This design comes from an exercise in tuning for small area, a short achievable clock period and few clock cycles on the open sky130 flow, not from production work. RTL that was checked went through simulation tests only; none was proved equivalent to the original. No functional check of the RTL was part of runs 2 and 3. Power is estimated from default activity; no workload was simulated.

**flow/config.mk**
```make
export PLATFORM = sky130hd
export DESIGN_NAME = crc8_framer
export DESIGN_NICKNAME = crc8_framer
export VERILOG_FILES = /design/flow/design.v
export SDC_FILE = /design/flow/constraint.sdc
export NUM_CORES = 4
export LEC_CHECK = 0
export ABC_CLOCK_PERIOD_IN_PS = 2500
export CAP_MARGIN = 20
export CORE_MARGIN = 2
export CORE_UTILIZATION = 50
export SETUP_SLACK_MARGIN = 5
export SLEW_MARGIN = 20
```
**flow/constraint.sdc**
```tcl
create_clock -name core_clock -period 8.0 [get_ports {clk}]
set_input_delay 1.6000 -clock core_clock [delete_from_list [all_inputs] [get_ports {clk}]]
set_output_delay 1.6000 -clock core_clock [all_outputs]
set_load 0.01 [all_outputs]
```
**flow/design.v**
```verilog
module crc8_framer (
    input  wire         clk,
    input  wire         rst,
    input  wire         rx_valid,
    input  wire [7:0]   rx_data,
    output wire         rx_ready,
    output wire         tx_valid,
    output wire [7:0]   tx_data,
    input  wire         tx_ready,
    input  wire         cmd_valid,
    output wire         cmd_ready,
    input  wire [7:0]   cmd_code,
    input  wire [7:0]   cmd_arg,
    input  wire [151:0] cmd_pkt,
    output reg          res_valid,
    output reg          res_ok,
    output reg  [31:0]  res_word,
    output reg  [151:0] res_pkt,
    output wire         pkt_avail,
    output wire         q_full
);
    function [7:0] crc8_byte;
        input [7:0] c;
        input [7:0] b;
        integer     i;
        reg   [7:0] t;
        begin
            t = c ^ b;
            for (i = 0; i < 8; i = i + 1)
                t = {t[6:0], 1'b0} ^ (t[7] ? 8'h07 : 8'h00);
            crc8_byte = t;
        end
    endfunction
    function [7:0] crc18;
        input [143:0] p;
        integer       i;
        reg   [7:0]   c;
        begin
            c = 8'h00;
            for (i = 0; i < 18; i = i + 1)
                c = crc8_byte(c, p[i*8 +: 8]);
            crc18 = c;
        end
    endfunction
    localparam [1:0] T_ACK = 2'd0, T_RETX = 2'd1, T_DATA = 2'd2;
    reg         rx_ready_q, cmd_ready_q;
    reg         pkt_avail_q, q_full_q;
    reg  [4:0]  pos;                  
    reg         cmd_turn;             
    reg         rb_v;
    reg  [7:0]  rb_d;
    reg  [18:0] rb_lane;
    reg  [7:0]  rx_crc;               
    reg  [7:0]  rx_type;
    reg  [151:0] stg;                 
    reg  [47:0] stg_a, stg_b;         
    reg         fpar;                 
    reg         c_v;
    reg  [7:0]  c_code, c_arg;
    reg         cb_busy;
    reg  [4:0]  cb_n;                 
    reg  [7:0]  cb_crc;
    reg  [151:0] qr [0:6];
    reg  [6:0]  qph;                  
    reg  [6:0]  q_rd, q_wr;           
    reg  [2:0]  q_cnt;
    reg         ins_pend, ins_par;
    reg  [6:0]  ins_slot;
    reg         rd_pend, rd_full;
    reg  [6:0]  rd_slot;
    reg  [31:0] cr [0:27];
    reg  [4:0]  cph;                  
    reg  [27:0] cph_oh;               
    reg  [2:0]  ppq;                  
    reg         zfq;                  
    reg         st_add;               
    reg  [2:0]  pend [0:27];
    reg  [27:0] zf;                   
    reg         st_pend;
    reg  [4:0]  st_k;
    reg  [2:0]  st_snap;
    reg  [1:0]  fq [0:7];
    reg  [2:0]  f_rd, f_wr;
    reg  [3:0]  f_cnt;
    reg  [3:0]  f_ndata;              
    reg         tx_valid_q;
    reg  [7:0]  tx_data_q;
    reg  [18:0] t_oh;                 
    reg  [151:0] dreg;                
    reg  [1:0]  last_tag;
    reg         last_v;
    reg  [7:0]  crc_acc;
    integer k;
    assign rx_ready  = rx_ready_q;
    assign cmd_ready = cmd_ready_q;
    assign pkt_avail = pkt_avail_q;
    assign q_full    = q_full_q;
    assign tx_valid  = tx_valid_q;
    assign tx_data   = tx_data_q;
    wire rx_fire  = rx_valid & rx_ready_q;
    wire cmd_fire = cmd_valid & cmd_ready_q;
    wire x_setup  = c_v & (c_code == 8'h00);
    wire [4:0] pos_e  = x_setup ? 5'd0 : pos;
    wire       pos_18 = (pos_e == 5'd18);
    wire       rx_last = rx_fire & pos_18;           
    wire [4:0] pos_n  = rx_fire ? (pos_18 ? 5'd0 : pos_e + 5'd1) : pos_e;
    reg  [18:0] pos_oh;
    always @(*) begin
        pos_oh = 19'd0;
        pos_oh[pos_e] = 1'b1;
    end
    wire disp    = rb_v & rb_lane[18];
    wire crc_ok  = (rx_crc == rb_d);
    wire t_ack   = (rx_type == 8'd1);
    wire t_retx  = (rx_type == 8'd2);
    wire t_le12  = (rx_type <= 8'd12);
    wire t_data  = !t_ack && !t_retx;
    wire is_full = (q_cnt == 3'd7);
    wire d_store = disp & crc_ok & t_data & !is_full;
    wire d_qfull = disp & crc_ok & t_data &  is_full;
    wire d_push  = disp & (!crc_ok | (t_retx & last_v) | t_data);
    wire [1:0] d_tag = !crc_ok ? T_RETX : t_retx ? last_tag : is_full ? T_RETX : T_ACK;
    wire x_send  = c_v & (c_code == 8'h40);
    wire x_read  = c_v & (c_code == 8'h30) & (q_cnt != 3'd0);
    wire x_stat  = c_v & (c_code == 8'h60);
    wire mk      = (c_code == 8'h50);
    wire x_crc   = c_v & ((c_code == 8'h70) | (c_code == 8'h71));
    wire x_cb    = x_crc | (c_v & mk);
    wire cb_step = x_cb | (cb_busy & ((cb_n != 5'd18) | mk));
    wire cb_done = cb_busy & (cb_n == 5'd18);
    wire [4:0] cb_k = cb_busy ? cb_n : 5'd0;
    wire [7:0] mk_b = (cb_k == 5'd0)  ? 8'h10 :
                      (cb_k == 5'd1)  ? c_arg :
                      (cb_k == 5'd18) ? cb_crc : 8'hFF;
    wire [7:0] cb_b = mk ? mk_b : res_pkt[7:0];
    wire [7:0] cb_next = crc8_byte(cb_busy ? cb_crc : 8'h00, cb_b);
    reg        s_ok;
    reg  [4:0] s_k;
    always @(*) begin
        s_ok = 1'b1;
        s_k  = 5'd0;
        if (c_arg == 8'd0)                          s_k = 5'd0;
        else if (c_arg == 8'd1)                     s_k = 5'd1;
        else if (c_arg >= 8'd16 && c_arg <= 8'd28)  s_k = c_arg[4:0] - 5'd14;
        else if (c_arg >= 8'd32 && c_arg <= 8'd44)  s_k = c_arg[4:0] + 5'd15;
        else                                        s_ok = 1'b0;
    end
    wire       push     = d_push | x_send;
    wire [1:0] push_tag = x_send ? T_DATA : d_tag;
    wire [7:0] push_type = x_send ? res_pkt[15:8] :
                           (push_tag == T_ACK)  ? 8'd1 :
                           (push_tag == T_RETX) ? 8'd2 : dreg[15:8];
    wire [1:0] htag    = fq[f_rd];
    wire [2:0] f_rd1   = f_rd + 3'd1;
    wire [1:0] ntag    = fq[f_rd1];
    wire       tx_fire = tx_valid_q & tx_ready;
    wire       tx_end  = tx_fire & t_oh[18];
    wire       pop     = tx_end;
    wire [3:0] f_cnt_n = f_cnt + {3'd0, push} - {3'd0, pop};
    wire [3:0] f_ndata_n = f_ndata + {3'd0, push & (push_tag == T_DATA)}
                                   - {3'd0, pop & (htag == T_DATA)};
    wire data_busy_n = (f_ndata_n != 4'd0);
    wire       st_idle = !tx_valid_q;
    wire       st_q    = st_idle ? (f_cnt != 4'd0) : (tx_end & (f_cnt >= 4'd2));
    wire       tx_go   = st_q | ((st_idle | tx_end) & push);
    wire [7:0] b0_push = x_send ? res_pkt[7:0] : (push_tag == T_DATA) ? dreg[7:0] : 8'h10;
    wire [1:0] go_tag  = st_idle ? htag : ntag;
    wire [7:0] b0_go   = !st_q ? b0_push : (go_tag == T_DATA) ? dreg[7:0] : 8'h10;
    reg  [7:0] nb_data;
    always @(*) begin
        nb_data = 8'h00;
        for (k = 0; k < 18; k = k + 1)
            nb_data = nb_data | ({8{t_oh[k]}} & dreg[(k+1)*8 +: 8]);
    end
    wire [7:0] nb_const = t_oh[0]  ? ((htag == T_ACK) ? 8'h01 : 8'h02) :
                          t_oh[17] ? ((htag == T_ACK) ? 8'h5A : 8'h48) : 8'hFF;
    wire [7:0] nb    = (htag == T_DATA) ? nb_data : nb_const;
    reg [27:0] ev;
    always @(*) begin
        ev = 28'd0;
        if (disp & !crc_ok) ev[0] = 1'b1;
        if (d_qfull)        ev[1] = 1'b1;
        if (disp & crc_ok & t_le12) ev[5'd15 + rx_type[3:0]] = 1'b1;
        if (push & (push_type <= 8'd12)) ev[5'd2 + push_type[3:0]] = 1'b1;
    end
    wire [31:0] port_base = zfq ? 32'd0 : cr[27];
    wire [31:0] port_new  = port_base + {29'd0, ppq};
    reg  [2:0]  pend_n [0:27];
    reg  [27:0] zf_n;
    reg  [2:0]  ppq_n;
    reg         zfq_n;
    always @(*) begin
        ppq_n = 3'd0;
        zfq_n = 1'b0;
        for (k = 0; k < 28; k = k + 1) begin
            pend_n[k] = x_setup ? 3'd0 : (cph_oh[k] ? 3'd0 : pend[k]) + {2'd0, ev[k]};
            zf_n[k]   = x_setup | (zf[k] & !cph_oh[k]);
            ppq_n = ppq_n | ({3{cph_oh[(k+27)%28]}} & pend_n[k]);
            zfq_n = zfq_n | (cph_oh[(k+27)%28] & zf_n[k]);
        end
    end
    wire st_act = st_pend | (x_stat & s_ok);
    wire [4:0] st_tk = st_pend ? st_k : s_k;
    wire st_hit = st_act & (cph == st_tk);
    wire [151:0] stg_view = {stg[151:48], ins_par ? stg_b : stg_a};
    wire         ins_hit  = ins_pend & |(qph & ins_slot);
    wire [151:0] q_in     = ins_hit ? stg_view : qr[6];
    wire       rd_act = rd_pend | x_read;
    wire [6:0] rd_tgt = rd_pend ? rd_slot : q_rd;
    wire       rd_hit = rd_act & |(qph & rd_tgt);
    wire [2:0] q_cnt_n = q_cnt + {2'd0, d_store} - {2'd0, x_read};
    wire rd_pend_n = rd_act & !rd_hit;
    wire rd_full_n = rd_pend ? rd_full : is_full;
    wire st_pend_n = (st_act & !st_hit) | st_hit;    
    wire turn_n    = (pos_n == 5'd18) & pos_18 & rx_ready_q & !rx_valid & cmd_valid;
    wire cb_busy_n   = x_cb | (cb_busy & !cb_done);
    wire cmd_ready_n = !cmd_fire & !rd_pend_n & !st_pend_n & !cb_busy_n & !rx_last &
                       !((pos_n == 5'd18) & !turn_n) &
                       (f_cnt_n <= 4'd7) & !data_busy_n;
    wire rx_ready_n  = (pos_n != 5'd18) |
                       (!turn_n & (f_cnt_n <= 4'd6) &
                        !(rd_pend_n & rd_full_n) &
                        !(cmd_fire & (q_cnt_n == 3'd7)));
    wire c_known = (c_code == 8'h00) | (c_code == 8'h10) | (c_code == 8'h20) |
                   (c_code == 8'h30) | (c_code == 8'h40) | (c_code == 8'h50) |
                   (c_code == 8'h60) | (c_code == 8'h70) | (c_code == 8'h71) |
                   (c_code == 8'h80) | (c_code == 8'h81) | (c_code == 8'h82) |
                   (c_code == 8'h83);
    wire c_imm   = c_v & !x_read & !x_cb & !(x_stat & s_ok);    
    always @(posedge clk) begin
        qr[0] <= q_in;
        for (k = 1; k < 7; k = k + 1)
            qr[k] <= qr[k-1];
        cr[0] <= port_new;
        for (k = 1; k < 28; k = k + 1)
            cr[k] <= cr[k-1];
        rb_d  <= rx_data;
        rb_lane <= pos_oh;
        if (cmd_ready_q) begin
            c_code <= cmd_code;
            c_arg  <= cmd_arg;
        end
        if (rb_v) begin
            for (k = 6; k < 19; k = k + 1)
                if (rb_lane[k]) stg[k*8 +: 8] <= rb_d;
            for (k = 0; k < 6; k = k + 1)
                if (rb_lane[k]) begin
                    if (fpar) stg_b[k*8 +: 8] <= rb_d;
                    else      stg_a[k*8 +: 8] <= rb_d;
                end
            rx_crc <= crc8_byte(rb_lane[0] ? 8'h00 : rx_crc, rb_d);
            if (rb_lane[1]) rx_type <= rb_d;
        end
        if (cmd_ready_q)
            res_pkt <= cmd_pkt;
        else if (cb_step)
            res_pkt <= {cb_b, res_pkt[151:8]};
        else
            res_pkt <= q_in;
        if (cb_step) begin
            cb_crc <= cb_next;
            cb_n   <= cb_busy ? cb_n + 5'd1 : 5'd1;
        end
        res_ok <= !(c_v & (!c_known | ((c_code == 8'h30) & (q_cnt == 3'd0))));
        if (st_add)
            res_word <= res_word + {29'd0, st_snap};
        else if (st_pend | x_stat)
            res_word <= port_base & {32{s_ok | st_pend}};
        else if (cb_busy)
            res_word <= (c_code == 8'h70) ? {24'd0, cb_crc} :
                                            {31'd0, cb_crc == res_pkt[7:0]};
        else if (c_code == 8'h83)
            res_word <= {24'd0, crc_acc};
        else
            res_word <= {31'd0, q_cnt != 3'd0};
        if (d_store) begin
            ins_slot <= q_wr;
            ins_par  <= fpar;
        end
        if (x_read) begin
            rd_slot <= q_rd;
            rd_full <= is_full;
        end
        if (!st_pend) begin
            st_k    <= s_k;
            st_snap <= pend[s_k];
        end
        if (push) begin
            fq[f_wr] <= push_tag;
            last_tag <= push_tag;
        end
        if (x_send)
            dreg <= res_pkt;
        if (tx_go) begin
            tx_data_q <= b0_go;
            t_oh      <= 19'd1;
        end else if (tx_fire) begin
            tx_data_q <= nb;
            t_oh      <= {t_oh[17:0], 1'b0};
        end
    end
    always @(posedge clk) begin
        res_valid <= 1'b0;
        if (rst) begin
            rx_ready_q  <= 1'b1;
            cmd_ready_q <= 1'b1;
            pkt_avail_q <= 1'b0;
            q_full_q    <= 1'b0;
            pos      <= 5'd0;
            cmd_turn <= 1'b0;
            rb_v     <= 1'b0;
            fpar     <= 1'b0;
            c_v      <= 1'b0;
            qph      <= 7'd1;
            q_rd     <= 7'd1;
            q_wr     <= 7'd1;
            q_cnt    <= 3'd0;
            ins_pend <= 1'b0;
            rd_pend  <= 1'b0;
            cb_busy  <= 1'b0;
            cph      <= 5'd0;
            cph_oh   <= 28'd1;
            ppq      <= 3'd0;
            zfq      <= 1'b1;
            st_add   <= 1'b0;
            for (k = 0; k < 28; k = k + 1)
                pend[k] <= 3'd0;
            zf       <= {28{1'b1}};
            st_pend  <= 1'b0;
            f_rd     <= 3'd0;
            f_wr     <= 3'd0;
            f_cnt    <= 4'd0;
            f_ndata  <= 4'd0;
            tx_valid_q <= 1'b0;
            last_v   <= 1'b0;
            crc_acc  <= 8'h00;
        end else begin
            rx_ready_q  <= rx_ready_n;
            cmd_ready_q <= cmd_ready_n;
            pkt_avail_q <= (q_cnt_n != 3'd0);
            q_full_q    <= (q_cnt_n == 3'd7);
            pos      <= pos_n;
            cmd_turn <= turn_n;
            rb_v     <= rx_fire;
            c_v      <= cmd_fire;
            qph      <= {qph[5:0], qph[6]};
            cph      <= (cph == 5'd27) ? 5'd0 : cph + 5'd1;
            cph_oh   <= {cph_oh[26:0], cph_oh[27]};
            ppq      <= ppq_n;
            zfq      <= zfq_n;
            q_cnt <= q_cnt_n;
            if (ins_hit) ins_pend <= 1'b0;
            if (disp) fpar <= !fpar;
            if (d_store) begin
                ins_pend <= 1'b1;
                q_wr     <= {q_wr[5:0], q_wr[6]};
            end
            if (x_read)
                q_rd    <= {q_rd[5:0], q_rd[6]};
            rd_pend <= rd_pend_n;
            for (k = 0; k < 28; k = k + 1)
                pend[k] <= pend_n[k];
            zf      <= zf_n;
            st_pend <= st_act & !st_hit;
            st_add  <= st_hit;
            if (push) begin
                f_wr     <= f_wr + 3'd1;
                last_v   <= 1'b1;
            end
            if (pop)
                f_rd <= f_rd + 3'd1;
            f_cnt <= f_cnt_n;
            f_ndata <= f_ndata_n;
            if (tx_go)
                tx_valid_q <= 1'b1;
            else if (tx_end)
                tx_valid_q <= 1'b0;
            if (c_imm)
                res_valid <= 1'b1;
            if (x_setup) begin
                q_rd     <= 7'd1;
                q_wr     <= 7'd1;
                q_cnt    <= 3'd0;
                pkt_avail_q <= 1'b0;
                q_full_q <= 1'b0;
                ins_pend <= 1'b0;
                last_v   <= 1'b0;
                crc_acc  <= 8'h00;
            end
            if (c_v & (c_code == 8'h80))
                crc_acc <= 8'h00;
            if (c_v & (c_code == 8'h81))
                crc_acc <= {crc_acc[6:0], 1'b0} ^ ((crc_acc[7] ^ c_arg[0]) ? 8'h07 : 8'h00);
            if (c_v & (c_code == 8'h82))
                crc_acc <= crc8_byte(crc_acc, c_arg);
            if (rd_hit)
                res_valid <= 1'b1;
            if (x_cb)
                cb_busy <= 1'b1;
            if (cb_done) begin
                cb_busy   <= 1'b0;
                res_valid <= 1'b1;
            end
            if (st_add)
                res_valid <= 1'b1;
        end
    end
endmodule
```
**flow/run.sh**
```bash
#!/bin/bash
# synth_recipe.tcl (not shown) runs the flow's synth.tcl, then flattens the netlist and writes it again
# the make line also repeats each setting of config.mk as NAME=value (left out here)
make -C /OpenROAD-flow-scripts/flow DESIGN_CONFIG=/design/flow/config.mk WORK_HOME=/design/flow/orfs CLKGATE_MAP_FILE= SYNTH_SCRIPT=/design/flow/synth_recipe.tcl finish
```
==> results of run 1 <==
per-stage QoR:
step / instance area (µm²) / setup WS (ns) / util / std cells / hold slack (ns)
CTS: 98700 / 3.88 / 0.625 / 8671 / 0.272
finish: 100000 / 3.81 / 0.635 / 8756 / 0.276
global placement: 85600 / 3.11 / 0.542 / 7903 / 0.309
global route: 100000 / 3.61 / 0.635 / 8751 / 0.282
detailed placement: 85600 / 2.96 / 0.542 / 7903 / 0.312
floorplan: 79800 / 4.15 / - / 5620 / 0.310
final timing paths:
kind | startpoint | end
min reg2reg | cr[12][23] | cr[13][23]
min | cr[12][23] | cr[13][23]
max reg2reg | rx_type[7] | ppq[2]
max | rx_type[7] | ppq[2]
where the power goes:
part,switching (µW),internal [µW]
clock,5330,7900
combinational,638,524
sequential,181,14700
synth_stat cells, drive strengths merged (89+ instances only):
cell and n:
mux2 118, dfxtp 2414, nor2b 125, nand2 358, xnor2 125, mux2i 213, nor2 274, o21ai 241
clkbuf 165, ha 90, edfxtp 442, a21oi 135, inv 89, and2 90
cell families after synthesis:
kind of cell,Yosys count
and+or+nand+nor,1156
xor gates and xnor gates,197
adders and majority gates,95
buffers and inverters,296
AOI/OAI and AO/OA,684
DFF,2856
muxes,336
registers in the layout, summed over array words and instances (netlist names), 32 cells and up, named ones only:
| register | cells |
|---|---|
| cr | 896 |
| dreg | 152 |
| pend | 84 |
| qr | 1064 |
| res_pkt | 152 |
| res_word | 32 |
| stg | 104 |
| stg_a | 48 |
| stg_b | 48 |
worst max-delay path: stages (launching register included):
cell and delay (ns):
edfxtp_1 0.37, or4_4 0.57, nor4_4 0.27, nand4_1 0.23, or2_1 0.31, a31oi_4 0.33, or2_4 0.24, o22ai_4 0.10
ha_4 0.19, ha_4 0.17, nor2b_1 0.12, o21ai_1 0.17, o21ai_1 0.10, a211oi_2 0.20, o2111ai_1 0.17, nor4bb_2 0.32
and2_1 0.16, nor2_1 0.04
layer usage:
metal  wire (µm)  part of all wire  global-route usage
met3       20000             0.088              0.0552
met1      104000              0.46               0.412
met5          24           0.00011                   0
met2       94400              0.42               0.387
met4        9070             0.040               0.105
cell usage in the layout, fill, tap and decap left out, types with 112 or more instances in the layout:
master	Yosys	final
buf_4	1	327
dfxtp_4	0	176
o21ai_0	239	228
buf_6	5	206
nor2_1	271	243
nand2_1	357	345
mux2_2	117	117
edfxtp_1	442	442
clkbuf_16	0	299
clkdlybuf4s50_1	0	178
xnor2_1	125	112
mux2i_1	213	199
dfxtp_1	2414	2215
a21oi_1	135	123
nor2b_1	125	125
layout make-up:
| cell class | count | share of cell area |
|---|---|---|
| tap | 2072 | 0.0258 |
| inverter | 89 | 0.00373 |
| timing repair buffer | 758 | 0.0720 |
| clock buffer | 391 | 0.0822 |
| timing repair inverter | 5 | 0.000436 |
| clock inverter | 110 | 0.0114 |
| multi-input combinational | 2470 | 0.183 |
| sequential | 2856 | 0.621 |
| antenna | 5 | 0.000125 |
repair_timing:
item	in CTS	in global routing
buffers inserted	260	75
resized for setup	1515	187
setup endpoints to repair	613	300
cloned	7	4
pin swaps	57	77
==> metrics.yaml, run 1 <==
outcome:
  run_status: "no timing/DRC/antenna violations"
worst_setup_path:
  r2r_cells: 17
  cp_data_required_time_ns: 8.72
  worst-path-max-fanout: 4
  crit_path_kind: "flip-flop to flip-flop"
  critPathLaunchType: "flip-flop"
  r2r_slack_ns: 3.81
  worst_setup_path_end_kind: "flip-flop"
  cp_data_arrival_time_ns: 4.91
power_and_ir_drop:
  design_power_total_uw: 29300
  p_leak_uw: 0.0402
  power.density_mw_per_mm2: 292
  vdd_ir_drop_max_mv: 0.217
placement:
  io_buffers: 379
  dp_hpwl_um: 148000
  globalplace.congestion: 0.996
logic_synthesis:
  synth_flop_cell: "dfxtp_1"
  synth-warning-count: 5
  netlist.area_leader.share: 0.609
  syn_area_per_cell_um2: 14.1
  synth.net_count: 5896
  synth_async_sr_flop_share: 0
  post_synth_fa_ha_maj_area_fraction: 0.0154
  postSynthRegisterBits: 2856
  synth-simple-area-share: 0.0717
  synth_top_cell_by_area: "dfxtp_1"
  area_share_of_xor_xnor_cells_in_the_synthesized_design: 0.0217
  synth_compound_gate_area_share: 0.0554
  synth_enable_flop_cells: 442
  synthCells: 5620
  yosysSeqAreaShare: 0.776
  cell_area_synth_mm2: 0.0794
  ranking_of_synthesized_cells_by_area: "dfxtp_1 (61%), edfxtp_1 (17%), mux2i_1 (2.7%), nand2_1 (1.7%), mux2_2 (1.7%)"
  post_synth_mux_area_share: 0.0450
  main_combinational_cell_family_by_area_after_synthesis: "simple AND/OR/NAND/NOR gates"
  synth.distinct_cells: 95
final_layout:
  finish.net_count: 6743
  seqCellArea_mm2: 0.0623
  area_delta_synth_final_pct: 26.4
  multi_input_comb_area_mm2: 0.0184
  layout-drive-gt1-share: 0.243
  layout.filler_cells: 11700
routing:
  post-route-drc-count: 0
  antenna_left: 0
  drt_iter0_drc: 4869
  vias_cell: 5.30
  route.vias.total: 46400
  routed_length_per_instance_um: 25.9
  postRouteWirelength_um: 227000
  drt-pass1-iter-count: 8
global_routing:
  overflow: 0
  first_global_vias: 43700
  grt_start_max_net_pins: 189
  grt_antenna_before_repair: 23
  grt_pass1_wl_um: 316000
  global_route.usage.total: 0.274
sta:
  finalHoldViolCount: 0
  setup_total_negative_slack_ns: 0
  finClkSkew_ns: 0.0613
  worst_pin_slew_ns: 1.13
  period_minus_slack_ns: 4.19
  drv_slew: 0
  min_period_over_period: 0.524
  setup_repair_after_global_routing_missed_its_margin: "true"
  worst_slew_margin_rel: 0.240
  highest_clock_rate_ghz: 0.239
  setup_viol: 0
floorplanning:
  floorplan.die.width_um: 403
  design.die.area_mm2: 0.162
  die_y_um: 403
  placeableCoreArea_mm2: 0.158
  core.rowCount: 146
  initial_core_util: 0.503
  design.portCount: 380
min_path:
  whs_path_depth: 0
  timing.hold.worst.class: "flip-flop to flip-flop"
clock_network:
  clkSlewWorstSetupHoldPaths_ns: 0.06
  clock_tree.buffer_depth: 4
  cts.root.buffer_cell: "clkbuf_16"
  cts_buffers: 287
  cts_hold_repair.buffers: 0
  clock-sinks: 2856
  clk-insertion-delay-late_ns: 0.90
  cts_htree_levels: 5
  cts_tree: "built"
run:
  timing.max_cap.violations: 0
Testbench counts, summed over its fixed seeds: cycles 9,983.
==> inputs of run 2 (changes only) <==
--- a/flow/design.v
+++ b/flow/design.v
@@ -44,2 +44,10 @@
     endfunction
+    function [151:0] ctrl_pkt;
+        input [7:0] t;
+        reg [143:0] p;
+        begin
+            p        = {{16{8'hFF}}, t, 8'h10};
+            ctrl_pkt = {crc18(p), p};
+        end
+    endfunction
     localparam [1:0] T_ACK = 2'd0, T_RETX = 2'd1, T_DATA = 2'd2;
@@ -53,3 +61,5 @@
     reg  [7:0]  rx_crc;               
-    reg  [7:0]  rx_type;
+    reg  [3:0]  rx_type;              
+    reg         ty_ack, ty_retx, ty_le12;
+    reg         rx_ok;                
     reg  [151:0] stg;                 
@@ -59,2 +69,4 @@
     reg  [7:0]  c_code, c_arg;
+    reg         s_ok;                 
+    reg  [4:0]  s_k;                  
     reg         cb_busy;
@@ -87,5 +99,7 @@
     reg  [7:0]  tx_data_q;
-    reg  [18:0] t_oh;                 
+    reg  [4:0]  t_idx;                
     reg  [151:0] dreg;                
     reg  [1:0]  last_tag;
+    reg         dt_le12;              
+    reg  [3:0]  dt_t;
     reg         last_v;
@@ -112,7 +126,7 @@
     wire disp    = rb_v & rb_lane[18];
-    wire crc_ok  = (rx_crc == rb_d);
-    wire t_ack   = (rx_type == 8'd1);
-    wire t_retx  = (rx_type == 8'd2);
-    wire t_le12  = (rx_type <= 8'd12);
-    wire t_data  = !t_ack && !t_retx;
+    wire [7:0] rx_crc_n = rb_v ? crc8_byte(rb_lane[0] ? 8'h00 : rx_crc, rb_d) : rx_crc;
+    wire crc_ok  = rx_ok;
+    wire t_retx  = ty_retx;
+    wire t_le12  = ty_le12;
+    wire t_data  = !ty_ack && !ty_retx;
     wire is_full = (q_cnt == 3'd7);
@@ -125,23 +139,16 @@
     wire x_stat  = c_v & (c_code == 8'h60);
-    wire mk      = (c_code == 8'h50);
     wire x_crc   = c_v & ((c_code == 8'h70) | (c_code == 8'h71));
-    wire x_cb    = x_crc | (c_v & mk);
-    wire cb_step = x_cb | (cb_busy & ((cb_n != 5'd18) | mk));
+    wire cb_step = x_crc | (cb_busy & (cb_n != 5'd18));
     wire cb_done = cb_busy & (cb_n == 5'd18);
-    wire [4:0] cb_k = cb_busy ? cb_n : 5'd0;
-    wire [7:0] mk_b = (cb_k == 5'd0)  ? 8'h10 :
-                      (cb_k == 5'd1)  ? c_arg :
-                      (cb_k == 5'd18) ? cb_crc : 8'hFF;
-    wire [7:0] cb_b = mk ? mk_b : res_pkt[7:0];
-    wire [7:0] cb_next = crc8_byte(cb_busy ? cb_crc : 8'h00, cb_b);
-    reg        s_ok;
-    reg  [4:0] s_k;
+    wire [7:0] cb_next = crc8_byte(cb_busy ? cb_crc : 8'h00, res_pkt[7:0]);
+    reg        a_ok;
+    reg  [4:0] a_k;
     always @(*) begin
-        s_ok = 1'b1;
-        s_k  = 5'd0;
-        if (c_arg == 8'd0)                          s_k = 5'd0;
-        else if (c_arg == 8'd1)                     s_k = 5'd1;
-        else if (c_arg >= 8'd16 && c_arg <= 8'd28)  s_k = c_arg[4:0] - 5'd14;
-        else if (c_arg >= 8'd32 && c_arg <= 8'd44)  s_k = c_arg[4:0] + 5'd15;
-        else                                        s_ok = 1'b0;
+        a_ok = 1'b1;
+        a_k  = 5'd0;
+        if (cmd_arg == 8'd0)                            a_k = 5'd0;
+        else if (cmd_arg == 8'd1)                       a_k = 5'd1;
+        else if (cmd_arg >= 8'd16 && cmd_arg <= 8'd28)  a_k = cmd_arg[4:0] - 5'd14;
+        else if (cmd_arg >= 8'd32 && cmd_arg <= 8'd44)  a_k = cmd_arg[4:0] + 5'd15;
+        else                                            a_ok = 1'b0;
     end
@@ -149,5 +156,7 @@
     wire [1:0] push_tag = x_send ? T_DATA : d_tag;
-    wire [7:0] push_type = x_send ? res_pkt[15:8] :
-                           (push_tag == T_ACK)  ? 8'd1 :
-                           (push_tag == T_RETX) ? 8'd2 : dreg[15:8];
+    wire       pt_le12 = x_send ? (res_pkt[15:8] <= 8'd12) :
+                         (push_tag == T_DATA) ? dt_le12 : 1'b1;
+    wire [3:0] pt_t    = x_send ? res_pkt[11:8] :
+                         (push_tag == T_ACK)  ? 4'd1 :
+                         (push_tag == T_RETX) ? 4'd2 : dt_t;
     wire [1:0] htag    = fq[f_rd];
@@ -156,3 +165,3 @@
     wire       tx_fire = tx_valid_q & tx_ready;
-    wire       tx_end  = tx_fire & t_oh[18];
+    wire       tx_end  = tx_fire & (t_idx == 5'd18);
     wire       pop     = tx_end;
@@ -172,6 +181,6 @@
         for (k = 0; k < 18; k = k + 1)
-            nb_data = nb_data | ({8{t_oh[k]}} & dreg[(k+1)*8 +: 8]);
+            nb_data = nb_data | ({8{t_idx == k}} & dreg[(k+1)*8 +: 8]);
     end
-    wire [7:0] nb_const = t_oh[0]  ? ((htag == T_ACK) ? 8'h01 : 8'h02) :
-                          t_oh[17] ? ((htag == T_ACK) ? 8'h5A : 8'h48) : 8'hFF;
+    wire [7:0] nb_const = (t_idx == 5'd0)  ? ((htag == T_ACK) ? 8'h01 : 8'h02) :
+                          (t_idx == 5'd17) ? ((htag == T_ACK) ? 8'h5A : 8'h48) : 8'hFF;
     wire [7:0] nb    = (htag == T_DATA) ? nb_data : nb_const;
@@ -182,4 +191,4 @@
         if (d_qfull)        ev[1] = 1'b1;
-        if (disp & crc_ok & t_le12) ev[5'd15 + rx_type[3:0]] = 1'b1;
-        if (push & (push_type <= 8'd12)) ev[5'd2 + push_type[3:0]] = 1'b1;
+        if (disp & crc_ok & t_le12) ev[5'd15 + rx_type] = 1'b1;
+        if (push & pt_le12) ev[5'd2 + pt_t] = 1'b1;
     end
@@ -195,3 +204,4 @@
         for (k = 0; k < 28; k = k + 1) begin
-            pend_n[k] = x_setup ? 3'd0 : (cph_oh[k] ? 3'd0 : pend[k]) + {2'd0, ev[k]};
+            pend_n[k] = (x_setup ? 3'd0 : (cph_oh[k] ? 3'd0 : pend[k]) + {2'd0, ev[k]}) &
+                        ((k >= 2 && k <= 14) ? 3'b111 : 3'b011);
             zf_n[k]   = x_setup | (zf[k] & !cph_oh[k]);
@@ -215,10 +225,11 @@
     wire turn_n    = (pos_n == 5'd18) & pos_18 & rx_ready_q & !rx_valid & cmd_valid;
-    wire cb_busy_n   = x_cb | (cb_busy & !cb_done);
+    wire cb_busy_n   = x_crc | (cb_busy & !cb_done);
     wire cmd_ready_n = !cmd_fire & !rd_pend_n & !st_pend_n & !cb_busy_n & !rx_last &
                        !((pos_n == 5'd18) & !turn_n) &
-                       (f_cnt_n <= 4'd7) & !data_busy_n;
+                       (f_cnt <= 4'd6) & (f_ndata == 4'd0) & !x_send &
+                       !(disp & last_v & (last_tag == T_DATA));
     wire rx_ready_n  = (pos_n != 5'd18) |
-                       (!turn_n & (f_cnt_n <= 4'd6) &
+                       (!turn_n & (f_cnt <= 4'd5) &
                         !(rd_pend_n & rd_full_n) &
-                        !(cmd_fire & (q_cnt_n == 3'd7)));
+                        !(cmd_fire & is_full));
     wire c_known = (c_code == 8'h00) | (c_code == 8'h10) | (c_code == 8'h20) |
@@ -228,3 +239,3 @@
                    (c_code == 8'h83);
-    wire c_imm   = c_v & !x_read & !x_cb & !(x_stat & s_ok);    
+    wire c_imm   = c_v & !x_read & !x_crc & !(x_stat & s_ok);   
     always @(posedge clk) begin
@@ -241,3 +252,6 @@
             c_arg  <= cmd_arg;
+            s_ok   <= a_ok;
+            s_k    <= a_k;
         end
+        rx_ok <= (rx_crc_n == rx_data);
         if (rb_v) begin
@@ -250,4 +264,9 @@
                 end
-            rx_crc <= crc8_byte(rb_lane[0] ? 8'h00 : rx_crc, rb_d);
-            if (rb_lane[1]) rx_type <= rb_d;
+            rx_crc <= rx_crc_n;
+            if (rb_lane[1]) begin
+                rx_type <= rb_d[3:0];
+                ty_ack  <= (rb_d == 8'd1);
+                ty_retx <= (rb_d == 8'd2);
+                ty_le12 <= (rb_d <= 8'd12);
+            end
         end
@@ -256,3 +275,5 @@
         else if (cb_step)
-            res_pkt <= {cb_b, res_pkt[151:8]};
+            res_pkt <= {res_pkt[7:0], res_pkt[151:8]};
+        else if (c_v & (c_code == 8'h50))
+            res_pkt <= ctrl_pkt(c_arg);
         else
@@ -291,10 +312,13 @@
         end
-        if (x_send)
-            dreg <= res_pkt;
+        if (x_send) begin
+            dreg    <= res_pkt;
+            dt_le12 <= (res_pkt[15:8] <= 8'd12);
+            dt_t    <= res_pkt[11:8];
+        end
         if (tx_go) begin
             tx_data_q <= b0_go;
-            t_oh      <= 19'd1;
+            t_idx     <= 5'd0;
         end else if (tx_fire) begin
             tx_data_q <= nb;
-            t_oh      <= {t_oh[17:0], 1'b0};
+            t_idx     <= t_idx + 5'd1;
         end
@@ -397,3 +421,3 @@
                 res_valid <= 1'b1;
-            if (x_cb)
+            if (x_crc)
                 cb_busy <= 1'b1;
--- a/flow/config.mk
+++ b/flow/config.mk
@@ -7,3 +7,2 @@
 export LEC_CHECK = 0
-export ABC_CLOCK_PERIOD_IN_PS = 2500
 export CAP_MARGIN = 20
@@ -11,3 +10,3 @@
 export CORE_UTILIZATION = 50
-export SETUP_SLACK_MARGIN = 5
+export SETUP_SLACK_MARGIN = 4.5
 export SLEW_MARGIN = 20
==> run 2 against run 1 <==
Still clean on timing, DRC and antenna. Routed wire length is 13% lower. Cell area fell by 4.5%. Synthesized area is 0.36% lower. Sequential share of layout area is 2.2 points higher. Critical path depth fell by 1. Register-to-register slack gained 0.62 ns. Via count down 5.0%. Sequential power barely moved. Power grew 0.32%. Flip-flop and latch count decreased by 22. Global-route usage down 3.4 points. Hold slack got worse by 0.028 ns. Critical endpoint unchanged. Largest cell class unchanged.
==> metrics.yaml, run 2 <==
power_and_ir_drop:
  p_int_uw: 23200  # +0.35%
  power_switching_uw: 6160  # +0.22%
  combinational_power_share: 0.038  # -0.002
  share_seq_of_total_power: 0.504  # -0.004
  design_power_total_uw: 29400  # +0.32%
  power.density_mw_per_mm2: 306  # +5.1%
  vdd_ir_drop_max_mv: 0.219  # +0.86%
  p_leak_uw: 0.0370  # -7.9%
  netSwitchingFraction: 0.210  # -0.000218
  clockPowerShare: 0.458  # +0.006
worst_setup_path:
  critPathLaunchType: "flip-flop"
  cp_data_required_time_ns: 8.69  # -0.03 ns
  worst_setup_path_end_kind: "flip-flop"
  timing.critical_path.slowest_cell_delay_ns: 0.44  # -0.13 ns
  cp_cell_sequence: "nor4b_4, nand4_4, buf_12, and3_4, a21oi_4, nor2b_4, nand2_4, nor2_1, ha_1, ha_1, xnor2_2, nand2_1, a222oi_1, nand4b_1, a2111oi_4, nor2_1"
  cp_data_arrival_time_ns: 4.27  # -0.64 ns
  worst-path-max-fanout: 4  # unchanged
  crit_path_kind: "flip-flop to flip-flop"
  worst_path_max_delay_cell: "edfxtp_1"
clock_network:
  clock_tree.buffer_depth: 4  # unchanged
  cts_hold_repair.buffers: 0  # unchanged
  clk-insertion-delay-late_ns: 0.90  # about the same
  cts_htree_levels: 5  # unchanged
  clock-sinks: 2834  # -0.77%
  cts.root.buffer_cell: "clkbuf_16"
  cts_tree: "built"
  clkSlewWorstSetupHoldPaths_ns: 0.06  # about the same
  cts_buffers: 287  # unchanged
logic_synthesis:
  post-synth-top-count-cell: "dfxtp_1"
  synth.distinct_cells: 96  # +1.1%
  cell_area_synth_mm2: 0.0791  # -0.36%
  synth.net_count: 5945  # +0.83%
  postSynthRegisterBits: 2834  # -0.77%
  yosysSeqAreaShare: 0.774  # -0.00201
  syn_area_per_cell_um2: 13.9  # -1.3%
  netlist_top_cells_count: "dfxtp_1 (2,386), edfxtp_1 (448), nand2_1 (372), nor2_1 (277), o21ai_0 (211)"
  synth-warning-count: 5  # unchanged
  netlist.area_leader.share: 0.604  # -0.00489
  synth_enable_flop_cells: 448  # +1.4%
  ranking_of_synthesized_cells_by_area: "dfxtp_1 (60%), edfxtp_1 (17%), mux2_2 (1.9%), nand2_1 (1.8%), xnor2_1 (1.5%)"
  synth_async_sr_flop_share: 0  # unchanged
  synth_top_cell_by_area: "dfxtp_1"
  synthCells: 5676  # +1.0%
  synth_flop_cell: "dfxtp_1"
global_routing:
  overflow: 0  # unchanged
  grt_antenna_before_repair: 22  # -4.3%
  grt_pass1_wl_um: 285000  # -9.7%
  first_global_vias: 42600  # -2.5%
  global_route.usage.total: 0.240  # -0.0338
  grt_start_max_net_pins: 88  # -53%
placement:
  globalplace.congestion: 0.907  # -8.9%
  dp_hpwl_um: 131000  # -12%
  io_buffers: 379  # unchanged
sta:
  period_minus_slack_ns: 3.57  # -0.617 ns
  setup_repair_after_global_routing_missed_its_margin: "true"
  worst_pin_slew_ns: 0.967  # -0.164 ns
  min_period_over_period: 0.447  # -0.0772
  worst_slew_margin_rel: 0.339  # +0.0982
  drv_slew: 0  # unchanged
  setup_viol: 0  # unchanged
  highest_clock_rate_ghz: 0.280  # +17%
  finClkSkew_ns: 0.0858  # +0.0245 ns
  setup_total_negative_slack_ns: 0  # unchanged
  finalHoldViolCount: 0  # unchanged
min_path:
  timing.hold.worst.class: "flip-flop to flip-flop"
final_layout:
  postLayoutCoreUtil: 0.611  # -0.0237
  seqCellArea_mm2: 0.0616  # -1.2%
  layout-drive-gt1-share: 0.148  # -0.0943
  flip_flop_count_of_the_largest_register_after_layout: 1064  # unchanged
  area_delta_synth_final_pct: 21.1
  largest-register: "qr"
  multi_input_comb_area_mm2: 0.0170  # -7.5%
  most_common_cell_after_layout_fill_and_taps_aside: "dfxtp_1"
  final_cell_mix: "dfxtp_1 (2,226), edfxtp_1 (448), nand2_1 (366), clkbuf_16 (308), clkdlybuf4s50_1 (288)"
  layout.filler_cells: 12100  # +3.9%
  reg_top3: "qr: 1064 flops, cr: 896 flops, res_pkt: 152 flops"
  finish.net_count: 6480  # -3.9%
floorplanning:
  placeableCoreArea_mm2: 0.157  # -0.80%
  design.portCount: 380  # unchanged
  design.die.area_mm2: 0.161  # -0.35%
  core.rowCount: 145  # -0.68%
  floorplan.die.width_um: 402  # -0.18%
  die_y_um: 402  # -0.18%
  initial_core_util: 0.505  # +0.00223
routing:
  antenna_left: 0  # unchanged
  drt_iter0_drc: 3843  # -21%
  routed_length_per_instance_um: 23.2  # -10%
  post-route-drc-count: 0  # unchanged
  drt-pass1-iter-count: 6  # -2
  vias_cell: 5.19  # -2.0%
  route.vias.total: 44100  # -5.0%
  postRouteWirelength_um: 197000  # -13%
run:
  timing.max_cap.violations: 0  # unchanged
outcome:
  run_status: "no timing/DRC/antenna violations"
run 2: cell types whose count changed after synthesis, sizes merged, moves of 15 or more:
cell,delta
o22ai,+134
mux2i,-120
buf,+46
a22oi,-39
clkbuf,-30
dfxtp,-28
a22o,-23
and2,-20
a21oi,+18
xor2,+18
mux2,+15
run 2: power groups by stage:
stage / Clock (µW) / Sequential, µW / Combinational, µW
after floorplan: 0 / 15000 / 569
after global routing: 14300 / 14800 / 1200
after global placement: 0 / 15100 / 1090
final: 13500 / 14800 / 1120
after CTS: 13700 / 14800 / 1110
after detailed placement: 0 / 15100 / 1090
run 2: worst paths after layout:
kind,slack (ns),cells after the start,endpoint,startpoint
setup / recovery,4.43,16,ppq[2],c_code[3]
hold / removal,0.25,0,cr[15][5],cr[14][5]
setup reg to reg,4.43,16,ppq[2],c_code[3]
hold reg to reg,0.25,0,cr[15][5],cr[14][5]
run 2: layout make-up:
| class | instances | area share |
|---|---|---|
| antenna | 6 | 0.000157 |
| clock buffer | 409 | 0.0894 |
| clock inverter | 91 | 0.0116 |
| inverter | 105 | 0.00448 |
| multi-input combinational | 2515 | 0.178 |
| sequential | 2834 | 0.643 |
| tap | 2058 | 0.0269 |
| timing repair buffer | 466 | 0.0470 |
| timing repair inverter | 2 | 0.000183 |
run 2: worst max-delay path, delay by kind of cell (launching register included):
kind                       cells  cell delay (ns)
buffers and inverters          1             0.19
AOI/OAI and AO/OA              3             0.60
xor gates and xnor gates       1             0.14
and+or+nand+nor                9             1.68
adders and majority gates      2             0.38
DFF                            1             0.44
run 2: repair_timing:
action,in CTS,in global routing
pin swaps,21,22
setup endpoints to repair,388,107
setup buffers,23,8
gates resized for setup,366,64
cloned,2,2
run 2: through the flow:
step                      setup slack (ns)  cell area, µm²  cells  hold slack [ns]
after floorplan                       4.50           79200   5676            0.310
after global placement                3.33           84900   7942            0.310
after detailed placement              3.21           84900   7944            0.312
after CTS                             4.49           95400   8469            0.247
after global routing                  4.30           95800   8482            0.253
final                                 4.43           95800   8486            0.248
run 2: logic make-up after synthesis:
logic type	synth area share
AO/OA/AOI/OAI	0.0652
XOR/XNOR	0.0254
adder cells (fa/ha/maj)	0.0144
buffers and inverters	0.0181
flip-flops	0.774
multiplexers	0.0324
AND/OR/NAND/NOR	0.0708
run 2: metal layers:
metal | share of wire | vias to the layer above | global-route usage
li1 | - | 20600 | -
met1 | 0.45 | 21500 | 0.343
met2 | 0.44 | 1609 | 0.362
met3 | 0.077 | 326 | 0.0567
met4 | 0.026 | 2 | 0.0734
met5 | 0.000056 | - | 0
==> inputs of run 3 (changes only) <==
--- a/flow/config.mk
+++ b/flow/config.mk
@@ -10,2 +10,3 @@
 export CORE_UTILIZATION = 50
+export CTS_BUF_LIST = sky130_fd_sc_hd__clkbuf_8
 export SETUP_SLACK_MARGIN = 4.5
==> run 3 against run 2 <==
Die area unchanged. Largest cell class unchanged. Flip-flop and latch count stayed put. Largest power group unchanged. Still clean on timing, DRC and antenna. Worst setup slack got worse by 0.056 ns. Global-route usage up 0.057 points.
==> metrics.yaml, run 3 <==
floorplanning:
  core.rowCount: 145  # unchanged
  design.die.area_mm2: 0.161  # unchanged
  initial_core_util: 0.505  # unchanged
  design.portCount: 380  # unchanged
  placeableCoreArea_mm2: 0.157  # unchanged
  floorplan.die.width_um: 402  # unchanged
  die_y_um: 402  # unchanged
power_and_ir_drop:
  p_leak_uw: 0.0375  # +1.4%
  design_power_total_uw: 27600  # -5.9%
  power.density_mw_per_mm2: 292  # -4.7%
  vdd_ir_drop_max_mv: 0.168  # -23%
clock_network:
  clkSlewWorstSetupHoldPaths_ns: 0.06  # about the same
  clock-sinks: 2834  # unchanged
  cts_htree_levels: 5  # unchanged
  cts_tree: "built"
  clock_tree.buffer_depth: 4  # unchanged
  cts.root.buffer_cell: "clkbuf_8"
  cts_buffers: 432  # +51%
  clk-insertion-delay-late_ns: 1.06  # +0.16 ns
global_routing:
  grt_antenna_before_repair: 21  # -4.5%
  grt_util_met3: 0.0558  # -0.000874
  overflow: 0  # unchanged
  grt_use_met1: 0.343  # about the same
  grt_start_max_net_pins: 88  # unchanged
  grt_pass1_wl_um: 286000  # +0.31%
  global_route_hottest_layer: "met2"
  grtUsageMet2: 0.360  # -0.00239
  global_route.usage.total: 0.240  # +0.000566
  first_global_vias: 43600  # +2.4%
logic_synthesis:
  synth_top_cell_by_area: "dfxtp_1"
  post-synth-top-count-cell: "dfxtp_1"
  syn_area_per_cell_um2: 13.9  # unchanged
  synth_flop_cell: "dfxtp_1"
  postSynthRegisterBits: 2834  # unchanged
  netlist.area_leader.share: 0.604  # unchanged
  synth-warning-count: 5  # unchanged
  yosysSeqAreaShare: 0.774  # unchanged
  netlist_top_cells_count: "dfxtp_1 (2,386), edfxtp_1 (448), nand2_1 (372), nor2_1 (277), o21ai_0 (211)"
  cell_area_synth_mm2: 0.0791  # unchanged
  synth.distinct_cells: 96  # unchanged
  synth_enable_flop_cells: 448  # unchanged
  synthCells: 5676  # unchanged
  synth_async_sr_flop_share: 0  # unchanged
  synth.net_count: 5945  # unchanged
  ranking_of_synthesized_cells_by_area: "dfxtp_1 (60%), edfxtp_1 (17%), mux2_2 (1.9%), nand2_1 (1.8%), xnor2_1 (1.5%)"
placement:
  pre_cts_slack_ns: 3.21  # unchanged
  dp_hpwl_um: 131000  # unchanged
  dpl-instance-area_mm2: 0.0849  # unchanged
  io_buffers: 379  # unchanged
  globalplace.congestion: 0.907  # unchanged
sta:
  period_minus_slack_ns: 3.63  # +0.0564 ns
  fin_hold_ws_ns: 0.242  # -0.00624 ns
  setup_repair_after_global_routing_missed_its_margin: "true"
  finalHoldViolCount: 0  # unchanged
  highest_clock_rate_ghz: 0.276  # -1.6%
  post-route-worst-setup-slack_ns: 4.37  # -0.0564 ns
  worst_slew_margin_rel: 0.290  # -0.0486
  min_period_over_period: 0.454  # +0.00705
  finClkSkew_ns: 0.131  # +0.0448 ns
  drv_slew: 0  # unchanged
  worst_pin_slew_ns: 1.06  # +0.0946 ns
  setup_viol: 0  # unchanged
  setup_total_negative_slack_ns: 0  # unchanged
worst_setup_path:
  worst_setup_path_end_kind: "flip-flop"
  cp_data_arrival_time_ns: 4.43  # +0.16 ns
  cp_data_required_time_ns: 8.80  # +0.11 ns
  worst-path-max-fanout: 4  # unchanged
  crit_path_kind: "flip-flop to flip-flop"
  r2r_slack_ns: 4.37  # -0.06 ns
  critPathLaunchType: "flip-flop"
routing:
  antenna_left: 0  # unchanged
  post-route-drc-count: 0  # unchanged
  route.vias.total: 44900  # +1.9%
  routed_length_per_instance_um: 22.6  # -2.9%
  drt_iter0_drc: 3892  # +1.3%
  drt-pass1-iter-count: 7  # +1
  vias_cell: 5.13  # -1.2%
  postRouteWirelength_um: 198000  # +0.21%
final_layout:
  finish.net_count: 6615  # +2.1%
  flip_flop_count_of_the_largest_register_after_layout: 1064  # unchanged
  layout-drive-gt1-share: 0.164  # +0.0158
  most_common_cell_after_layout_fill_and_taps_aside: "dfxtp_1"
  largest-register: "qr"
  layout.cell_area.non_filler_mm2: 0.0946  # -1.3%
  final_cell_mix: "dfxtp_1 (2,228), clkbuf_8 (543), edfxtp_1 (448), nand2_1 (367), nor2_1 (271)"
  area_delta_synth_final_pct: 19.5
  reg_top3: "qr: 1064 flops, cr: 896 flops, res_pkt: 152 flops"
min_path:
  timing.hold.worst.class: "flip-flop to flip-flop"
run:
  timing.max_cap.violations: 0  # unchanged
outcome:
  run_status: "no timing/DRC/antenna violations"
-- run 3: cell counts after synthesis --
No cell type changed its count.
-- run 3: cell type report --
class | count | area [µm²]
fillers | 12400 | 62200
flip-flops and latches | 2834 | 61600
multi-input cells | 2516 | 16900
clock buffers | 543 | 7470
repair buffers | 456 | 4240
well taps | 2058 | 2570
clock inverters | 234 | 1320
inverters | 105 | 427
diodes | 9 | 22.5
repair inverters | 1 | 8.76
-- run 3: logic make-up after synthesis --
| logic type | after synthesis | share of synthesized area |
|---|---|---|
| AOI/OAI and AO/OA | 823 | 0.0652 |
| xor gates and xnor gates | 225 | 0.0254 |
| adders and majority gates | 88 | 0.0144 |
| buffers and inverters | 328 | 0.0181 |
| DFF | 2834 | 0.774 |
| muxes | 232 | 0.0324 |
| and+or+nand+nor | 1146 | 0.0708 |
-- run 3: timing repair --
item	4_1_cts	5_1_grt
endpoints found under the setup margin	401	98
pin swaps	3	21
setup buffers	9	14
hold buffers	0	0
resized for setup	470	70
cloned	2	1
-- run 3: path summary, 6_finish.rpt --
check,start,to,depth (start not counted)
setup reg to reg,c_code[2],ppq[2],17
hold / removal,cr[20][5],cr[21][5],0
hold reg to reg,cr[20][5],cr[21][5],0
setup / recovery,c_code[2],ppq[2],17
-- run 3: worst max-delay path, cell delays in order, from the launching register on --
cell,delay [ns]
edfxtp_1,0.44
nor4b_4,0.42
nand4_4,0.19
buf_12,0.20
and3_4,0.18
a21oi_4,0.14
nor2b_4,0.23
nand2_4,0.11
o22ai_4,0.16
ha_4,0.17
ha_4,0.15
nor2_1,0.05
mux2_2,0.29
nand2_1,0.06
o21ai_0,0.09
nand4b_1,0.22
a2111oi_2,0.30
nor2_1,0.07
-- run 3: power by group --
group / total, µW / switching, µW / leakage, µW / internal [µW]
sequential: 14800 / 196 / 0.0234 / 14600
combinational: 1090 / 657 / 0.00900 / 436
clock: 11700 / 5250 / 0.00512 / 6480
-- run 3: layer usage --
layer  up-vias  wire [µm]
li1      21000          -
met1     22000      89700
met2      1674      87000
met3       308      15200
met4         2       5590
met5         -         13
-- run 3: through the flow --
stage / utilization / instances
final: 0.603 / 8756
after floorplan: - / 5676
after global routing: 0.603 / 8751
after detailed placement: 0.542 / 7944
after CTS: 0.600 / 8732
after global placement: 0.542 / 7942
==> inputs of run 4 (changes only) <==
--- a/flow/design.v
+++ b/flow/design.v
@@ -68,3 +68,5 @@
     reg         c_v;
-    reg  [7:0]  c_code, c_arg;
+    reg  [7:0]  c_arg;
+    reg         cd_setup, cd_read, cd_send, cd_mk, cd_stat, cd_crc, cd_crc70,
+                cd_clr, cd_bit, cd_byte, cd_get, cd_known;
     reg         s_ok;                 
@@ -115,3 +117,3 @@
     wire cmd_fire = cmd_valid & cmd_ready_q;
-    wire x_setup  = c_v & (c_code == 8'h00);
+    wire x_setup  = c_v & cd_setup;
     wire [4:0] pos_e  = x_setup ? 5'd0 : pos;
@@ -136,6 +138,6 @@
     wire [1:0] d_tag = !crc_ok ? T_RETX : t_retx ? last_tag : is_full ? T_RETX : T_ACK;
-    wire x_send  = c_v & (c_code == 8'h40);
-    wire x_read  = c_v & (c_code == 8'h30) & (q_cnt != 3'd0);
-    wire x_stat  = c_v & (c_code == 8'h60);
-    wire x_crc   = c_v & ((c_code == 8'h70) | (c_code == 8'h71));
+    wire x_send  = c_v & cd_send;
+    wire x_read  = c_v & cd_read & (q_cnt != 3'd0);
+    wire x_stat  = c_v & cd_stat;
+    wire x_crc   = c_v & cd_crc;
     wire cb_step = x_crc | (cb_busy & (cb_n != 5'd18));
@@ -186,2 +188,4 @@
     wire [7:0] nb    = (htag == T_DATA) ? nb_data : nb_const;
+    reg        e_cor, e_qf, e_rx, e_tx;
+    reg  [3:0] e_rxt, e_txt;
     reg [27:0] ev;
@@ -189,6 +193,6 @@
         ev = 28'd0;
-        if (disp & !crc_ok) ev[0] = 1'b1;
-        if (d_qfull)        ev[1] = 1'b1;
-        if (disp & crc_ok & t_le12) ev[5'd15 + rx_type] = 1'b1;
-        if (push & pt_le12) ev[5'd2 + pt_t] = 1'b1;
+        if (e_cor) ev[0] = 1'b1;
+        if (e_qf)  ev[1] = 1'b1;
+        if (e_rx)  ev[5'd15 + e_rxt] = 1'b1;
+        if (e_tx)  ev[5'd2 + e_txt] = 1'b1;
     end
@@ -234,7 +238,2 @@
                         !(cmd_fire & is_full));
-    wire c_known = (c_code == 8'h00) | (c_code == 8'h10) | (c_code == 8'h20) |
-                   (c_code == 8'h30) | (c_code == 8'h40) | (c_code == 8'h50) |
-                   (c_code == 8'h60) | (c_code == 8'h70) | (c_code == 8'h71) |
-                   (c_code == 8'h80) | (c_code == 8'h81) | (c_code == 8'h82) |
-                   (c_code == 8'h83);
     wire c_imm   = c_v & !x_read & !x_crc & !(x_stat & s_ok);   
@@ -250,3 +249,18 @@
         if (cmd_ready_q) begin
-            c_code <= cmd_code;
+            cd_setup <= (cmd_code == 8'h00);
+            cd_read  <= (cmd_code == 8'h30);
+            cd_send  <= (cmd_code == 8'h40);
+            cd_mk    <= (cmd_code == 8'h50);
+            cd_stat  <= (cmd_code == 8'h60);
+            cd_crc   <= (cmd_code == 8'h70) | (cmd_code == 8'h71);
+            cd_crc70 <= (cmd_code == 8'h70);
+            cd_clr   <= (cmd_code == 8'h80);
+            cd_bit   <= (cmd_code == 8'h81);
+            cd_byte  <= (cmd_code == 8'h82);
+            cd_get   <= (cmd_code == 8'h83);
+            cd_known <= (cmd_code == 8'h00) | (cmd_code == 8'h10) | (cmd_code == 8'h20) |
+                        (cmd_code == 8'h30) | (cmd_code == 8'h40) | (cmd_code == 8'h50) |
+                        (cmd_code == 8'h60) | (cmd_code == 8'h70) | (cmd_code == 8'h71) |
+                        (cmd_code == 8'h80) | (cmd_code == 8'h81) | (cmd_code == 8'h82) |
+                        (cmd_code == 8'h83);
             c_arg  <= cmd_arg;
@@ -276,3 +290,3 @@
             res_pkt <= {res_pkt[7:0], res_pkt[151:8]};
-        else if (c_v & (c_code == 8'h50))
+        else if (c_v & cd_mk)
             res_pkt <= ctrl_pkt(c_arg);
@@ -284,3 +298,3 @@
         end
-        res_ok <= !(c_v & (!c_known | ((c_code == 8'h30) & (q_cnt == 3'd0))));
+        res_ok <= !(c_v & (!cd_known | (cd_read & (q_cnt == 3'd0))));
         if (st_add)
@@ -290,5 +304,5 @@
         else if (cb_busy)
-            res_word <= (c_code == 8'h70) ? {24'd0, cb_crc} :
+            res_word <= cd_crc70 ? {24'd0, cb_crc} :
                                             {31'd0, cb_crc == res_pkt[7:0]};
-        else if (c_code == 8'h83)
+        else if (cd_get)
             res_word <= {24'd0, crc_acc};
@@ -312,2 +326,4 @@
         end
+        e_rxt <= rx_type;
+        e_txt <= pt_t;
         if (x_send) begin
@@ -337,2 +353,6 @@
             c_v      <= 1'b0;
+            e_cor    <= 1'b0;
+            e_qf     <= 1'b0;
+            e_rx     <= 1'b0;
+            e_tx     <= 1'b0;
             qph      <= 7'd1;
@@ -369,2 +389,6 @@
             c_v      <= cmd_fire;
+            e_cor    <= disp & !crc_ok;
+            e_qf     <= d_qfull;
+            e_rx     <= disp & crc_ok & t_le12;
+            e_tx     <= push & pt_le12;
             qph      <= {qph[5:0], qph[6]};
@@ -413,7 +437,7 @@
             end
-            if (c_v & (c_code == 8'h80))
+            if (c_v & cd_clr)
                 crc_acc <= 8'h00;
-            if (c_v & (c_code == 8'h81))
+            if (c_v & cd_bit)
                 crc_acc <= {crc_acc[6:0], 1'b0} ^ ((crc_acc[7] ^ c_arg[0]) ? 8'h07 : 8'h00);
-            if (c_v & (c_code == 8'h82))
+            if (c_v & cd_byte)
                 crc_acc <= crc8_byte(crc_acc, c_arg);
--- a/flow/config.mk
+++ b/flow/config.mk
@@ -10,3 +10,2 @@
 export CORE_UTILIZATION = 50
-export CTS_BUF_LIST = sky130_fd_sc_hd__clkbuf_8
 export SETUP_SLACK_MARGIN = 4.5
==> run 4 against run 3 <==
Clock skew is 0.046 ns lower. Largest power group unchanged. Worst setup slack better by 0.14 ns. Via count decreased by 2.3%. Sequential share of layout area about the same. Maximum frequency increased by 4.0%.
==> metrics.yaml, run 4 <==
outcome:
  run_status: "no timing/DRC/antenna violations"
sta:
  highest_clock_rate_ghz: 0.287  # +4.0%
  setup_total_negative_slack_ns: 0  # unchanged
  setup_viol: 0  # unchanged
  worst_pin_slew_ns: 1.11  # +0.0529 ns
  drv_slew: 0  # unchanged
  min_period_over_period: 0.436  # -0.0174
  finalHoldViolCount: 0  # unchanged
  finClkSkew_ns: 0.0847  # -0.0459 ns
  setup_repair_after_global_routing_missed_its_margin: "true"
  worst_slew_margin_rel: 0.257  # -0.0330
  period_minus_slack_ns: 3.49  # -0.139 ns
final_layout:
  layout-drive-gt1-share: 0.117  # -0.0470
  area_delta_synth_final_pct: 20.2
  reg_top3: "qr: 1064 flops, cr: 896 flops, res_pkt: 152 flops"
  largest-register: "qr"
  finish.net_count: 6457  # -2.4%
  final_cell_mix: "dfxtp_1 (2,255), edfxtp_1 (452), nand2_1 (416), clkbuf_16 (305), clkdlybuf4s50_1 (304)"
  most_common_cell_after_layout_fill_and_taps_aside: "dfxtp_1"
  instances_no_fill: 8470  # -3.3%
  flip_flop_count_of_the_largest_register_after_layout: 1064  # unchanged
logic_synthesis:
  yosysSeqAreaShare: 0.779  # +0.00538
  netlist.area_leader.share: 0.607  # +0.00368
  synth_flop_cell: "dfxtp_1"
  synth.net_count: 5952  # +0.12%
  postSynthRegisterBits: 2850  # +0.56%
  cell_area_synth_mm2: 0.0790  # -0.11%
  netlist_top_cells_count: "dfxtp_1 (2,398), edfxtp_1 (452), nand2_1 (421), nor2_1 (265), clkbuf_1 (172)"
  synth-warning-count: 5  # unchanged
  post-synth-top-count-cell: "dfxtp_1"
  synth.distinct_cells: 83  # -14%
  synth_top_cell_by_area: "dfxtp_1"
  synth_enable_flop_cells: 452  # +0.89%
  synth_async_sr_flop_share: 0  # unchanged
  synthCells: 5681  # +0.088%
  ranking_of_synthesized_cells_by_area: "dfxtp_1 (61%), edfxtp_1 (17%), nand2_1 (2.0%), mux2_1 (1.5%), ha_1 (1.3%)"
  syn_area_per_cell_um2: 13.9  # -0.19%
min_path:
  whs_path_depth: 0  # unchanged
  timing.hold.worst.class: "flip-flop to flip-flop"
  holdCritStartpoint: "cr[18][20]"
global_routing:
  grt_start_max_net_pins: 146  # +66%
  overflow: 0  # unchanged
  global_route.usage.total: 0.237  # -0.00326
  grt_pass1_wl_um: 282000  # -1.6%
  grt_antenna_before_repair: 25  # +19%
  first_global_vias: 42100  # -3.4%
clock_network:
  cts_tree: "built"
  clkSlewWorstSetupHoldPaths_ns: 0.07  # about the same
  clk-insertion-delay-late_ns: 0.91  # -0.15 ns
  cts_hold_repair.buffers: 0  # unchanged
  cts_buffers: 290  # -33%
  clock_tree.buffer_depth: 4  # unchanged
  clock-sinks: 2850  # +0.56%
  cts_htree_levels: 5  # unchanged
  cts.root.buffer_cell: "clkbuf_16"
worst_setup_path:
  worst_path_dominant_cell_family: "compound AO/OA/AOI/OAI gates"
  r2r_slack_ns: 4.51  # +0.14 ns
  cp_data_arrival_time_ns: 4.21  # -0.22 ns
  timing.critical_path.slowest_cell_delay_ns: 0.91  # +0.47 ns
  worstPathBufferInverterCount: 1  # unchanged
  launching_element_of_the_worst_setup_path: "ins_slot[1]"
  worst-path-max-fanout: 145  # +141
  worst_path_max_delay_cell: "a211oi_1"
  worst_setup_path_end_kind: "flip-flop"
  critPathLaunchType: "flip-flop"
  regToRegStartpoint: "ins_slot[1]"
  cp_cell_sequence: "a222oi_1, a31oi_4, buf_12, mux2_1, nand2_1, a21oi_1, a211oi_1, a21oi_1"
  crit_path_kind: "flip-flop to flip-flop"
  instance_count_on_the_critical_path: 8  # -9
  r2r_cells: 8  # -9
  cp_data_required_time_ns: 8.72  # -0.08 ns
  critical_path.most_common_cell: "a21oi_1"
routing:
  routed_length_per_instance_um: 23.1  # +2.3%
  post-route-drc-count: 0  # unchanged
  vias_cell: 5.18  # +1.0%
  drt-pass1-iter-count: 6  # -1
  postRouteWirelength_um: 195000  # -1.0%
  drt_iter0_drc: 4284  # +10%
  antenna_left: 0  # unchanged
  route.vias.total: 43900  # -2.3%
floorplanning:
  core.rowCount: 145  # unchanged
  placeableCoreArea_mm2: 0.157  # -0.12%
  design.die.area_mm2: 0.161  # -0.11%
  initial_core_util: 0.505  # about the same
  floorplan.die.width_um: 402  # about the same
  design.portCount: 380  # unchanged
  die_y_um: 402  # about the same
placement:
  placed_cells: 7944  # unchanged
  io_buffers: 379  # unchanged
  globalplace.congestion: 0.911  # +0.43%
  dp_hpwl_um: 130000  # -0.18%
run:
  timing.max_cap.violations: 0  # unchanged
power_and_ir_drop:
  vdd_ir_drop_max_mv: 0.226  # +35%
  power.density_mw_per_mm2: 316  # +8.1%
  p_leak_uw: 0.0370  # -1.3%
## run 4: changes by cell type after synthesis, sizes merged, moves of 16 or more
cell,delta
buf,-40
clkbuf,+37
a21o,-16
nand2,+50
and2,-21
and3,+43
nor2,-16
## run 4: logic make-up after synthesis
kind of cell,share of synthesized area
and+or+nand+nor,0.0716
DFF,0.779
muxes,0.0332
xor gates and xnor gates,0.0233
buffers and inverters,0.0158
AOI/OAI and AO/OA,0.0623
adders and majority gates,0.0147
## run 4: metal layers
layer | vias to the layer above | share of wire | global-route usage
met5 | - | 0.00044 | 0
met4 | 12 | 0.024 | 0.0689
met3 | 329 | 0.072 | 0.0493
met2 | 1452 | 0.43 | 0.348
met1 | 21500 | 0.47 | 0.353
li1 | 20600 | - | -
## run 4: path summary, 6_finish.rpt
path	to
hold / removal	cr[19][20]
setup / recovery	res_pkt[145]
setup reg to reg	res_pkt[145]
hold reg to reg	cr[19][20]
## run 4: per-stage QoR
step | utilization | total power, µW | setup WS, ns | cell area [µm²] | hold WS (ns)
floorplan | - | 16100 | 3.21 | 79200 | 0.310
global placement | 0.544 | 17000 | 3.84 | 85100 | 0.309
detailed placement | 0.544 | 17000 | 3.77 | 85100 | 0.312
CTS | 0.606 | 30300 | 4.36 | 94900 | 0.272
global route | 0.607 | 31000 | 4.41 | 95000 | 0.284
finish | 0.607 | 30000 | 4.51 | 95000 | 0.277
## run 4: power by group
group | internal [µW] | switching [µW] | leakage (µW)
logic | 622 | 936 | 0.00877
registers | 14800 | 363 | 0.0236
clock network | 7990 | 5290 | 0.00469
total | 23400 | 6590 | 0.0370
## run 4: layout make-up
class,count,area (µm²)
antenna,8,20.0
clock buffer,422,8650
clock inverter,88,897
fill,12100,61500
inverter,96,367
multi-input combinational,2517,16500
sequential,2850,61900
tap,2058,2570
timing repair buffer,431,4170
## run 4: what timing repair did
action | 4_1_cts | 5_1_grt
setup endpoints to repair | 322 | 101
pin swaps | 0 | 1
gates resized for setup | 252 | 20
endpoints found under the hold margin | 0 | 0
cloned | 0 | 2
buffers inserted | 4 | 2
Testbench counts of run 4, summed over its fixed seeds: cycles 9,983.

==> static timing again, ports no longer ideal <==
The flow's constraints put no driver on any port. The routed layouts listed below were extracted and timed again, unchanged, in two steps.
Step 1 (the two cells are an assumption about what drives the block):
set clk [get_ports {clk}]
set_driving_cell -lib_cell sky130_fd_sc_hd__clkbuf_16 $clk
set_driving_cell -lib_cell sky130_fd_sc_hd__buf_2 [delete_from_list [all_inputs] $clk]
Step 2 adds t to the input delays and takes it off the output delays; t is the mean of the earliest and latest rising clock arrival at the registers after step 1. Input paths then give back, and output paths get back, about the clock's delay inside the block.
Three values: ideal ports, drivers, drivers and shift; two values: the first two.
run	t, ns	slack for setup (ns)	hold WS [ns]	worst slew at a driven data input, ns
run 1	0.957	3.810 / 3.810 / 3.567	0.276 / 0.276 / 0.276	0.11
run 2	0.942	4.427 / 4.427 / 3.728	0.248 / 0.248 / 0.248	0.14
run 3	1.076	4.371 / 4.371 / 3.612	0.242 / 0.242 / 0.242	0.15
run 4	0.948	4.510 / 4.450 / 3.604	0.277 / 0.277 / 0.277	0.16
After both steps setup and hold are still met in every run listed. For run 4, which loses most, drivers alone change the setup slack by -0.060 ns; drivers and shift together by -0.906 ns.
